What follows belongs to an exercise in optimizing a design on an open flow for small area, a short achievable clock period and few clock cycles per item; a production flow would make more cautious choices.
Power and IR drop assume default switching activity.

==> flow/design.v <==
module pn532_codec (
    input  wire       clk,
    input  wire       rst,
    input  wire [7:0] in_data,
    input  wire       in_valid,
    output wire       in_ready,
    output wire [7:0] out_data,
    output wire       out_valid,
    output wire       out_last,
    output wire       out_fault,
    input  wire       out_ready
);
    localparam I_IDLE = 0;    
    localparam I_TAIL = 1;    
    localparam I_LEN  = 2;    
    localparam I_DATA = 3;    
    localparam I_SKIP = 4;    
    localparam I_DPRE = 5;    
    localparam I_DLCS = 6;    
    localparam I_DTFI = 7;    
    localparam I_DRC  = 8;    
    localparam I_DPAY = 9;    
    localparam I_DST  = 10;   
    localparam I_ECMD = 11;   
    localparam I_ELEN = 12;   
    localparam I_EPAY = 13;   
    localparam I_EH1  = 14;   
    localparam I_EH2  = 15;   
    localparam I_EH3  = 16;   
    localparam I_EH4  = 17;   
    localparam I_EH5  = 18;   
    localparam I_EH6  = 19;   
    localparam I_LO   = 20;   
    localparam I_RES  = 21;   
    localparam NS     = 22;
    reg [NS-1:0] st;
    reg [1:0]  mode;
    reg [7:0]  rem;
    reg [15:0] acc;
    reg        f1, f4;
    reg [7:0]  o_data;
    reg        o_idle, o_last, o_fault;      
    wire       o_valid = !o_idle;
    function [7:0] dec8;
        input [7:0] x;
        integer i;
        reg b;
        begin
            b = 1'b1;
            for (i = 0; i < 8; i = i + 1) begin
                dec8[i] = x[i] ^ b;
                b = b & ~x[i];
            end
        end
    endfunction
    wire s_idle = st[I_IDLE], s_tail = st[I_TAIL], s_len = st[I_LEN], s_data = st[I_DATA];
    wire s_skip = st[I_SKIP], s_dpre = st[I_DPRE], s_dlcs = st[I_DLCS], s_dtfi = st[I_DTFI];
    wire s_drc = st[I_DRC], s_dpay = st[I_DPAY], s_dst = st[I_DST], s_ecmd = st[I_ECMD];
    wire s_elen = st[I_ELEN], s_epay = st[I_EPAY], s_eh1 = st[I_EH1], s_eh2 = st[I_EH2];
    wire s_eh3 = st[I_EH3], s_eh4 = st[I_EH4], s_eh5 = st[I_EH5], s_eh6 = st[I_EH6];
    wire s_lo = st[I_LO], s_res = st[I_RES];
    wire ob_free = o_idle || out_ready;
    reg  takes;                  
    assign in_ready = takes && ob_free;
    wire v    = in_valid;
    wire fire = v && in_ready;
    wire m_dcs = (mode == 2'b00);
    wire m_dec = (mode == 2'b11);
    wire inv   = (mode == 2'b10);
    wire [7:0]  cx = acc[7:0] ^ in_data;
    wire [7:0]  ct = {cx[7:4] ^ cx[3:0], cx[3:0]};
    wire [15:0] crc_n = {ct[7:3], ct[2:0] ^ ct[7:5], acc[15:12] ^ ct[4:1],
                         acc[11] ^ ct[0] ^ ct[7], acc[10:8] ^ ct[6:4]};
    wire [7:0] fc     = acc[15:8];
    wire [7:0] diff   = acc[7:0] - in_data;         
    wire [7:0] rem_m1 = dec8(rem);
    wire [7:0] fc_m1  = dec8(fc);
    wire [8:0] n_p2   = {1'b0, in_data} + 9'd2;
    wire       ovf    = n_p2[8];
    reg        r_last;                           
    wire       rem2   = (rem == 8'd2);
    wire       lo_z   = (acc[7:0] == 8'h00);
    reg        fc_1;                             
    wire       n_z    = (in_data == 8'h00);
    wire       n_lt13 = (in_data < 8'd13);
    wire op_dcs = (in_data == 8'h01);
    wire op_a   = (in_data == 8'h02);
    wire op_b   = (in_data == 8'h03);
    wire op_enc = (in_data == 8'h04);
    wire op_dec = (in_data == 8'h06);
    wire op_st  = (in_data == 8'h7E);
    wire op_rst = (in_data == 8'h7F);
    wire op_len = op_dcs || op_a || op_b || op_dec;
    wire op_ref = !(op_len || op_enc || op_st || op_rst);
    wire [8:0] inc_s = {1'b0, rem} + {1'b0, ~fc};
    reg  d_inc;
    wire d_bad  = !lo_z || (fc[7:1] == 7'd0);
    wire d_fail = d_inc || d_bad;
    wire f_op  = fire && (s_idle || s_tail);
    wire f_len = fire && s_len;
    wire [NS-1:0] st_n;
    assign st_n[I_IDLE] = (s_idle && !fire) || (s_tail && ob_free && !fire) ||
                          (f_op && op_rst) || (f_len && m_dec && n_lt13 && n_z) ||
                          ((s_skip || s_dst) && fire && r_last) ||
                          (s_lo && ob_free && m_dcs) || (s_res && ob_free);
    assign st_n[I_TAIL] = (s_tail && !ob_free) || (s_lo && ob_free && !m_dcs);
    assign st_n[I_LEN]  = (s_len && !fire) || (f_op && op_len);
    assign st_n[I_DATA] = (s_data && !(fire && r_last)) || (f_len && !m_dec && !n_z);
    assign st_n[I_SKIP] = (s_skip && !(fire && r_last)) || (f_len && m_dec && n_lt13 && !n_z) ||
                          (s_dtfi && fire && d_fail) || (s_dst && ob_free && !(fire && r_last)) ||
                          (s_elen && fire && ovf);
    assign st_n[I_DPRE] = (s_dpre && !(fire && fc_1)) || (f_len && m_dec && !n_lt13);
    assign st_n[I_DLCS] = (s_dlcs && !fire) || (s_dpre && fire && fc_1);
    assign st_n[I_DTFI] = (s_dtfi && !fire) || (s_dlcs && fire);
    assign st_n[I_DRC]  = (s_drc && !fire) || (s_dtfi && fire && !d_fail);
    assign st_n[I_DPAY] = (s_dpay && !(fire && fc_1)) || (s_drc && fire);
    assign st_n[I_DST]  = (s_dst && !ob_free) || (s_dpay && fire && fc_1);
    assign st_n[I_ECMD] = (s_ecmd && !fire) || (f_op && op_enc);
    assign st_n[I_ELEN] = (s_elen && !fire) || (s_ecmd && fire);
    assign st_n[I_EPAY] = (s_epay && !(fire && r_last)) || (s_eh6 && ob_free && !rem2);
    assign st_n[I_EH1]  = (s_eh1 && !ob_free) || (s_elen && fire && !ovf);
    assign st_n[I_EH2]  = (s_eh2 && !ob_free) || (s_eh1 && ob_free);
    assign st_n[I_EH3]  = (s_eh3 && !ob_free) || (s_eh2 && ob_free);
    assign st_n[I_EH4]  = (s_eh4 && !ob_free) || (s_eh3 && ob_free);
    assign st_n[I_EH5]  = (s_eh5 && !ob_free) || (s_eh4 && ob_free);
    assign st_n[I_EH6]  = (s_eh6 && !ob_free) || (s_eh5 && ob_free);
    assign st_n[I_LO]   = (s_lo && !ob_free) || (s_data && fire && r_last) ||
                          (f_len && !m_dec && n_z) || (s_eh6 && ob_free && rem2) ||
                          (s_epay && fire && r_last);
    assign st_n[I_RES]  = (s_res && !ob_free) || (f_op && op_ref) || (f_op && op_st);
    wire emit = ob_free && (s_tail || s_dst || !takes ||
                            (v && (s_drc || s_epay || s_elen || (s_dpay && !fc_1) ||
                                   (s_len && m_dec && n_lt13) || (s_dtfi && d_fail))));
    wire emit_ld = ob_free && (s_tail || s_dst || !takes ||
                               (v && (s_drc || s_epay || s_elen || s_dpay || s_len || s_dtfi)));
    wire e_last  = s_tail || s_len || s_dtfi || s_dst || s_res || (s_lo && m_dcs) || (s_elen && ovf);
    wire e_fault = (s_res && mode[0]) || (s_elen && ovf);
    wire [7:0] e_const;
    assign e_const[0] = s_len || s_dtfi || (s_elen && ovf) || s_eh2;
    assign e_const[1] = s_len || (s_dtfi && d_inc) || (s_dst && !lo_z) || (s_res && !mode[0] && f1) || s_eh2;
    assign e_const[2] = s_eh2 || s_eh5 || (s_res && mode[0]);
    assign e_const[3] = s_eh2;
    assign e_const[4] = s_eh2 || s_eh5 || (s_res && !mode[0] && f4);
    assign e_const[5] = s_eh2;
    assign e_const[6] = s_eh2 || s_eh5;
    assign e_const[7] = s_eh2 || s_eh5;
    wire       s_in  = s_drc || s_dpay || s_epay;
    wire [7:0] acc_byte = (({8{s_tail || s_eh6}} & acc[15:8]) | ({8{s_lo}} & acc[7:0])) ^ {8{inv}};
    wire [7:0] in_byte  = s_drc ? in_data - 8'd1 : in_data;
    wire [7:0] e_data = e_const | acc_byte | ({8{s_in}} & in_byte) |
                        ({8{s_eh3}} & rem) | ({8{s_eh4}} & ~rem_m1);
    wire lo_2c   = f_op && op_enc;
    wire lo_init = f_len;
    wire lo_crc  = fire && s_data && !m_dcs;
    wire lo_diff = fire && ((s_data && m_dcs) || (s_dpre && fc_1) || s_dlcs || s_dtfi ||
                            s_drc || s_dpay || s_ecmd || s_epay);
    wire [7:0] lo_iv = (mode == 2'b01) ? 8'h63 : (mode == 2'b10) ? 8'hFF : 8'h00;
    wire [7:0] lo_n = ({8{lo_2c}} & 8'h2C) | ({8{lo_init}} & lo_iv) |
                      ({8{lo_crc}} & crc_n[7:0]) | ({8{lo_diff}} & diff);
    wire hi_init = f_len;
    wire hi_crc  = fire && s_data;
    wire hi_in   = fire && ((s_dpre && fc_1) || s_ecmd);
    wire hi_dec  = fire && ((s_dpre && !fc_1) || s_dtfi || s_dpay);
    wire hi_z    = s_eh6 && ob_free;
    wire [7:0] hi_iv = (mode == 2'b01) ? 8'h63 : (mode == 2'b10) ? 8'hFF :
                       (mode == 2'b11) ? 8'h0A : 8'h00;
    wire [7:0] hi_n = ({8{hi_init}} & hi_iv) | ({8{hi_crc}} & crc_n[15:8]) |
                      ({8{hi_in}} & in_data) | ({8{hi_dec}} & fc_m1);
    always @(posedge clk) begin
        if (lo_2c || lo_init || lo_crc || lo_diff)
            acc[7:0] <= lo_n;
        if (hi_init || hi_crc || hi_in || hi_dec || hi_z)
            acc[15:8] <= hi_n;
        if (fire) begin
            rem    <= (s_len || s_elen) ? n_p2[7:0] : rem_m1;
            r_last <= (s_len || s_elen) ? (in_data == 8'd1) : (rem == 8'd4);
        end
        if (hi_init || hi_in || hi_dec)
            fc_1 <= hi_dec ? (fc == 8'd2) : hi_in ? (in_data == 8'd1) : 1'b0;
        if (s_dlcs)
            d_inc <= !(inc_s[8] && (inc_s[7:2] != 6'd0));
        if (f_op)
            mode <= {op_b || op_dec, !(op_dcs || op_b || op_st)};
        if (emit_ld) begin
            o_data  <= e_data;
            o_last  <= e_last;
            o_fault <= e_fault;
        end
    end
    always @(posedge clk) begin
        if (rst) begin
            st      <= {{(NS-1){1'b0}}, 1'b1};
            takes   <= 1'b1;
            o_idle  <= 1'b1;
            f1      <= 1'b0;
            f4      <= 1'b0;
        end else begin
            st <= st_n;
            takes <= !(st_n[I_EH1] || st_n[I_EH2] || st_n[I_EH3] || st_n[I_EH4] ||
                       st_n[I_EH5] || st_n[I_EH6] || st_n[I_LO] || st_n[I_RES]);
            if (emit)
                o_idle  <= 1'b0;
            else if (out_ready)
                o_idle  <= 1'b1;
            if (f_op && op_rst) begin
                f1 <= 1'b0;
                f4 <= 1'b0;
            end else begin
                if (s_elen && fire && ovf)
                    f1 <= 1'b1;
                if (f_op && op_ref)
                    f4 <= 1'b1;
            end
        end
    end
    assign out_data  = o_data;
    assign out_valid = o_valid;
    assign out_last  = o_last;
    assign out_fault = o_fault;
endmodule
==> flow/config.mk <==
export PLATFORM = sky130hd
export DESIGN_NAME = pn532_codec
export DESIGN_NICKNAME = pn532_codec
export VERILOG_FILES = /design/flow/design.v
export SDC_FILE = /design/flow/constraint.sdc
export NUM_CORES = 4
export LEC_CHECK = 0
export CAP_MARGIN = 20
export CORE_MARGIN = 2
export CORE_UTILIZATION = 40
export SETUP_SLACK_MARGIN = 2.5
export SLEW_MARGIN = 20
==> flow/constraint.sdc <==
create_clock -name core_clock -period 5.0 [get_ports {clk}]
set_input_delay 1.0000 -clock core_clock [delete_from_list [all_inputs] [get_ports {clk}]]
set_output_delay 1.0000 -clock core_clock [all_outputs]
set_load 0.01 [all_outputs]
standard.sh (not shown) runs the stock make flow with config.mk's settings and CLKGATE_MAP_FILE= SYNTH_SCRIPT=/design/flow/synth_recipe.tcl, a recipe that flattens the netlist after the stock synthesis.
==> flow/flow/run.sh <==
#!/bin/bash
set -euo pipefail
export BUFFER_PORTS_ARGS="-buffer_cell sky130_fd_sc_hd__buf_4"
bash standard.sh > standard_flow.log 2>&1
The first run completed with no timing, DRC or antenna violations.
Change:
--- a/flow/design.v
+++ b/flow/design.v
@@ -40,6 +40,7 @@
     reg        f1, f4;
     reg [7:0]  o_data;
-    reg        o_idle, o_last, o_fault;      
-    wire       o_valid = !o_idle;
+    reg        o_valid, o_last, o_fault;
+    reg [7:0]  k_data;
+    reg        k_valid, k_last, k_fault;
     function [7:0] dec8;
         input [7:0] x;
@@ -60,5 +61,6 @@
     wire s_eh3 = st[I_EH3], s_eh4 = st[I_EH4], s_eh5 = st[I_EH5], s_eh6 = st[I_EH6];
     wire s_lo = st[I_LO], s_res = st[I_RES];
-    wire ob_free = o_idle || out_ready;
+    wire ob_free = !k_valid;                    
+    wire o_busy  = o_valid && !out_ready;       
     reg  takes;                  
     assign in_ready = takes && ob_free;
@@ -182,8 +184,13 @@
         if (f_op)
             mode <= {op_b || op_dec, !(op_dcs || op_b || op_st)};
-        if (emit_ld) begin
-            o_data  <= e_data;
-            o_last  <= e_last;
-            o_fault <= e_fault;
+        if (!o_busy) begin
+            o_data  <= k_valid ? k_data  : e_data;
+            o_last  <= k_valid ? k_last  : e_last;
+            o_fault <= k_valid ? k_fault : e_fault;
+        end
+        if (emit_ld && o_busy) begin
+            k_data  <= e_data;
+            k_last  <= e_last;
+            k_fault <= e_fault;
         end
     end
@@ -192,5 +199,6 @@
             st      <= {{(NS-1){1'b0}}, 1'b1};
             takes   <= 1'b1;
-            o_idle  <= 1'b1;
+            o_valid <= 1'b0;
+            k_valid <= 1'b0;
             f1      <= 1'b0;
             f4      <= 1'b0;
@@ -199,8 +207,7 @@
             takes <= !(st_n[I_EH1] || st_n[I_EH2] || st_n[I_EH3] || st_n[I_EH4] ||
                        st_n[I_EH5] || st_n[I_EH6] || st_n[I_LO] || st_n[I_RES]);
-            if (emit)
-                o_idle  <= 1'b0;
-            else if (out_ready)
-                o_idle  <= 1'b1;
+            if (!o_busy)
+                o_valid <= k_valid || emit;
+            k_valid <= o_busy && (k_valid || emit);
             if (f_op && op_rst) begin
                 f1 <= 1'b0;
After rerunning:
- The changed run completed with no timing, DRC or antenna violations
- utilization climbs by 1.3 points
- cell count climbs by 8.6%
- clock skew stays flat
- sequential power climbs by about 17%
- critical path depth climbs by 7
- clock power climbs by 7.1%
- setup slack gets worse by 14 ps
- power climbs by 13%
- register-to-register slack gets worse by 110 ps
- non-clock buffer count climbs by 8
- final area climbs by about 14%
No run of this note included a check of the RTL's function; only the layout flow was run.

==> separate check: timing with driven ports <==
In the flow no input, the clock included, has a driving cell. The finished layouts below were timed again as built, in two steps.
Step 1 assumes that a clkbuf_16 drives the clock port and a buf_2 every other input.
Step 2 adds t to the input delays and takes it off the output delays; t is the mean of the earliest and latest rising clock arrival at the registers after step 1. Input paths then give back, and output paths get back, about the clock's delay inside the block.
Slacks: no drivers / after step 1 / after step 2; pairs: no drivers / after step 1.
run	t, ns	setup WS [ns]	worst register clock-pin slew, ns
the first run	0.374	2.395 / 2.363 / 2.174	0.06 / 0.06
the second run	0.385	2.381 / 2.376 / 1.991	0.06 / 0.06
After both steps every run listed still meets setup and hold. The setup slack of the second run, which loses most, moves by -0.005 ns with the drivers and by -0.390 ns with both steps.
